Background: an optimization exercise with open tools, aiming at small area, a short achievable clock period and few clock cycles. Do not read the settings as production practice.
In this exercise RTL edits were held to simulation tests only and were not proved equivalent to the original.
Power and IR drop assume default switching activity.

Design cw_core, start of the top module:
module cw_core (
    input  wire        clk,
    input  wire        rst,
    input  wire        cfg_mode,
    input  wire [15:0] cfg_debounce,
    input  wire        cfg_wgp,
    input  wire        cfg_ot_en,
    input  wire        cfg_st_en,
    input  wire        op_valid,
    output wire        op_ready,
    input  wire [39:0] op_word,
    output reg         resp_valid,
    output reg  [8:0]  resp,
    output wire        key_out,
    output reg         tone_tx,
    output reg         sidetone
);
    localparam [7:0] EMPTY   = 8'h00;
    localparam [7:0] ERRCH   = 8'h23;
    localparam [7:0] SPACECH = 8'h20;
    localparam [7:0] FILL    = 8'h2A;
    localparam [2:0] PH_IDLE       = 3'b000;
    localparam [2:0] PH_ASSERT     = 3'b100;
    localparam [2:0] PH_GAP_SYMBOL = 3'b001;
    localparam [2:0] PH_GAP_LETTER = 3'b010;
    localparam [2:0] PH_WORD_GAP   = 3'b011;
    localparam [10:0] DOT_RESET  = 11'd92;
    localparam [11:0] DASH_RESET = 12'd276;
    localparam [13:0] WGAP_RESET = 14'd646;
    localparam [13:0] W23_RESET  = 14'd430;    
    function automatic [7:0] lookup(input [6:0] idx);
        begin
            case (idx)
                7'd0: lookup = 8'h20;
                7'd1: lookup = 8'h45;
                7'd2: lookup = 8'h54;
                7'd3: lookup = 8'h49;
                7'd4: lookup = 8'h41;
                7'd5: lookup = 8'h4E;
                7'd6: lookup = 8'h4D;
                7'd7: lookup = 8'h53;
                7'd8: lookup = 8'h55;
                7'd9: lookup = 8'h52;
                7'd10: lookup = 8'h57;
                7'd11: lookup = 8'h44;
                7'd12: lookup = 8'h4B;
                7'd13: lookup = 8'h47;
                7'd14: lookup = 8'h4F;
                7'd15: lookup = 8'h48;
                7'd16: lookup = 8'h56;
                7'd17: lookup = 8'h46;
                7'd19: lookup = 8'h4C;
                7'd21: lookup = 8'h50;
                7'd22: lookup = 8'h4A;
                7'd23: lookup = 8'h42;
                7'd24: lookup = 8'h58;
                7'd25: lookup = 8'h43;
                7'd26: lookup = 8'h59;
                7'd27: lookup = 8'h5A;
                7'd28: lookup = 8'h51;
  ...
export LEC_CHECK = 0
export ABC_AREA = 1
export CAP_MARGIN = 20
export CORE_MARGIN = 2
export CORE_UTILIZATION = 40
export CTS_CLUSTER_DIAMETER = 110
export CTS_CLUSTER_SIZE = 24
export SLEW_MARGIN = 20
create_clock -name core_clock -period 32.0 [get_ports {clk}]
standard.sh (not shown) runs the stock make flow with config.mk's settings and CLKGATE_MAP_FILE= SYNTH_SCRIPT=/design/flow/synth_recipe.tcl, a recipe that flattens the netlist after the stock synthesis.
==> flow/flow/run.sh <==
#!/bin/bash
# Own layout flow: the standard flow, with two changes made after global
# placement and before clock-tree synthesis:
# - the port buffers that placement inserts (inputN / outputN) become plain
#   buffers (buf_2 for inputs, buf_4 for outputs) instead of delay buffers;
# - the flip-flops that drive an output port's buffer get drive strength 2
#   (same cell type, dfxtp).
# Cells are then legalised again. Each tool's output goes to a log of its own
# in this folder.
set -euo pipefail
RES=orfs/results/${FLOW_PLATFORM}/cw_core/base
bash standard.sh synth          > log_1_synth.log 2>&1
bash standard.sh floorplan      > log_2_floorplan.log 2>&1
bash standard.sh place          > log_3_place.log 2>&1
cat > port_buffers.tcl <<EOT
read_db $RES/3_place.odb
set db [ord::get_db]
set bin  [\$db findMaster sky130_fd_sc_hd__buf_2]
set bout [\$db findMaster sky130_fd_sc_hd__buf_4]
set ff2  [\$db findMaster sky130_fd_sc_hd__dfxtp_2]
set n 0
set m 0
foreach inst [[ord::get_db_block] getInsts] {
  set name [\$inst getName]
  if {![string match {sky130_fd_sc_hd__clkdlybuf*} [[\$inst getMaster] getName]]} { continue }
  if {[regexp {^input[0-9]+\$} \$name]} {
    \$inst swapMaster \$bin
    incr n
  } elseif {[regexp {^output[0-9]+\$} \$name]} {
    \$inst swapMaster \$bout
    incr n
    set net [[\$inst findITerm A] getNet]
    foreach it [\$net getITerms] {
      if {[\$it isOutputSignal]} {
        set drv [\$it getInst]
        if {[[\$drv getMaster] getName] eq "sky130_fd_sc_hd__dfxtp_1"} {
          \$drv swapMaster \$ff2
          incr m
        }
      }
    }
  }
}
puts "swapped \$n port buffers, \$m output flip-flops"
detailed_placement
check_placement -verbose
write_db $RES/3_place.odb
EOT
openroad -no_init -exit port_buffers.tcl > log_3_port_buffers.log 2>&1
bash standard.sh finish         > log_4_finish.log 2>&1
Testbench counts at the start, summed over its fixed seeds: cycles 249,101.
Edit:
- CORE_UTILIZATION: 40 -> 60
- CTS_CLUSTER_SIZE: 24 -> 20
Effect: Routed wire length falls by a few percent; cell area drops slightly; fmax barely changes; clock power increases by a few percent; setup slack is worse by 0.011 ns.
Edit:
- CORE_UTILIZATION: 60 -> 40
Result:
- The new run went through all stages and came out clean
- core utilization shrinks by 21 points
- synthesized cell count does not change
- wire length rises by about 5%
- critical path depth does not change
- die area went up by 49%
- total power hardly moves
- sequential power is about the same
- setup slack is better by 0.0068 ns

========
run M:
Another version of the RTL of cw_core (not shown whole).
Size in the first run: about 3,000 cells after synthesis, about 340 flip-flops, roughly 24,000 µm² of cells after synthesis.
export LEC_CHECK = 0
export ABC_AREA = 1
export CAP_MARGIN = 50
export CORE_MARGIN = 2
export CORE_UTILIZATION = 40
export CTS_CLUSTER_DIAMETER = 110
export CTS_CLUSTER_SIZE = 20
export SLEW_MARGIN = 70
create_clock -name core_clock -period 32.0 [get_ports {clk}]
==> flow/flow/run.sh <==
#!/bin/bash
# Own layout flow: the standard flow, except that the port buffers that
# global placement inserts (inputN / outputN) are made plain buffers
# (sky130_fd_sc_hd__buf_2) instead of delay buffers before clock-tree
# synthesis. Each tool's output goes to a log of its own in this folder.
set -euo pipefail
RES=orfs/results/${FLOW_PLATFORM}/cw_core/base
bash standard.sh synth          > log_1_synth.log 2>&1
bash standard.sh floorplan      > log_2_floorplan.log 2>&1
bash standard.sh place          > log_3_place.log 2>&1
cat > port_buffers.tcl <<EOT
read_db $RES/3_place.odb
set db [ord::get_db]
set buf [\$db findMaster sky130_fd_sc_hd__buf_2]
set n 0
foreach inst [[ord::get_db_block] getInsts] {
  if {[regexp {^(input|output)[0-9]+\$} [\$inst getName]] &&
      [string match {sky130_fd_sc_hd__clkdlybuf*} [[\$inst getMaster] getName]]} {
    \$inst swapMaster \$buf
    incr n
  }
}
puts "swapped \$n port buffers"
detailed_placement
check_placement -verbose
write_db $RES/3_place.odb
EOT
openroad -no_init -exit port_buffers.tcl > log_3_port_buffers.log 2>&1
bash standard.sh finish         > log_4_finish.log 2>&1
No stage failed in run M, and the final checks on the layout all came back clean.
Testbench counts of run M, summed over its fixed seeds: cycles 249,101.
### run M -> run K
# run M
export LEC_CHECK = 0
export ABC_AREA = 1
export CAP_MARGIN = 50
export CORE_MARGIN = 2
export CORE_UTILIZATION = 40
export CTS_CLUSTER_DIAMETER = 110
export CTS_CLUSTER_SIZE = 20
export SLEW_MARGIN = 70
create_clock -name core_clock -period 32.0 [get_ports {clk}]
# run K
export LEC_CHECK = 0
export ABC_AREA = 1
export CAP_MARGIN = 20
export CORE_MARGIN = 2
export CORE_UTILIZATION = 40
export CTS_CLUSTER_DIAMETER = 110
export CTS_CLUSTER_SIZE = 20
export SLEW_MARGIN = 20
create_clock -name core_clock -period 32.0 [get_ports {clk}]
--- outcome ---
- Total routed wirelength in run K is about 0.7% below run M.
- The number of vias in the routed layout in run K sits about 0.6% below the value recorded for run M.
- Taking run M as the reference point, the placed cell count of run K falls by 0.64%.
- Diff run M -> run K | worst hold-check slack | decrease of 0.0089 ns
- Run M -> run K: design area decreased by a few percent
- Of run M and run K, the run reporting the higher share of cell area taken by flip-flops and latches was run K.
- Diff run M -> run K | global-route usage | decrease of 0.16 points
- Share of total power in the clock network came out lower on run K than on run M.
- Run M -> run K: post-route total power decreased by a few percent
- Status: routed wire length per instance parity (run M, run K)

==> port drivers added, routing unchanged <==
In the flow no input, the clock included, has a driving cell. The finished layouts below were timed again as built, in two steps. Step 1 sets driving cells, clkbuf_16 on the clock port and buf_2 on the other inputs (assumed; they add their load-dependent delay and slew). Step 2 adds t to the input delays and takes it off the output delays; t is the mean of the earliest and latest rising clock arrival at the registers after step 1. Input paths then give back, and output paths get back, about the clock's delay inside the block. a / b / c = ideal ports / drivers / drivers and shift; a / b = the first two.
| run | shift t [ns] | setup WS [ns] | latest minus earliest clock arrival (ns) | cell pins on the clock port's net |
|---|---|---|---|---|
| the first run of note 1 | 0.614 | 24.582 / 24.522 / 24.761 | 0.045 / 0.046 | 1 |
| the second run of note 1 | 0.609 | 24.571 / 24.515 / 24.713 | 0.037 / 0.036 | 1 |
| the third run of note 1 | 0.613 | 24.578 / 24.518 / 24.765 | 0.023 / 0.023 | 1 |
| run M | 0.617 | 24.551 / 24.497 / 24.552 | 0.039 / 0.039 | 1 |
| run K | 0.603 | 24.542 / 24.486 / 24.551 | 0.027 / 0.027 | 1 |
After both steps setup and hold are still met in every run listed.
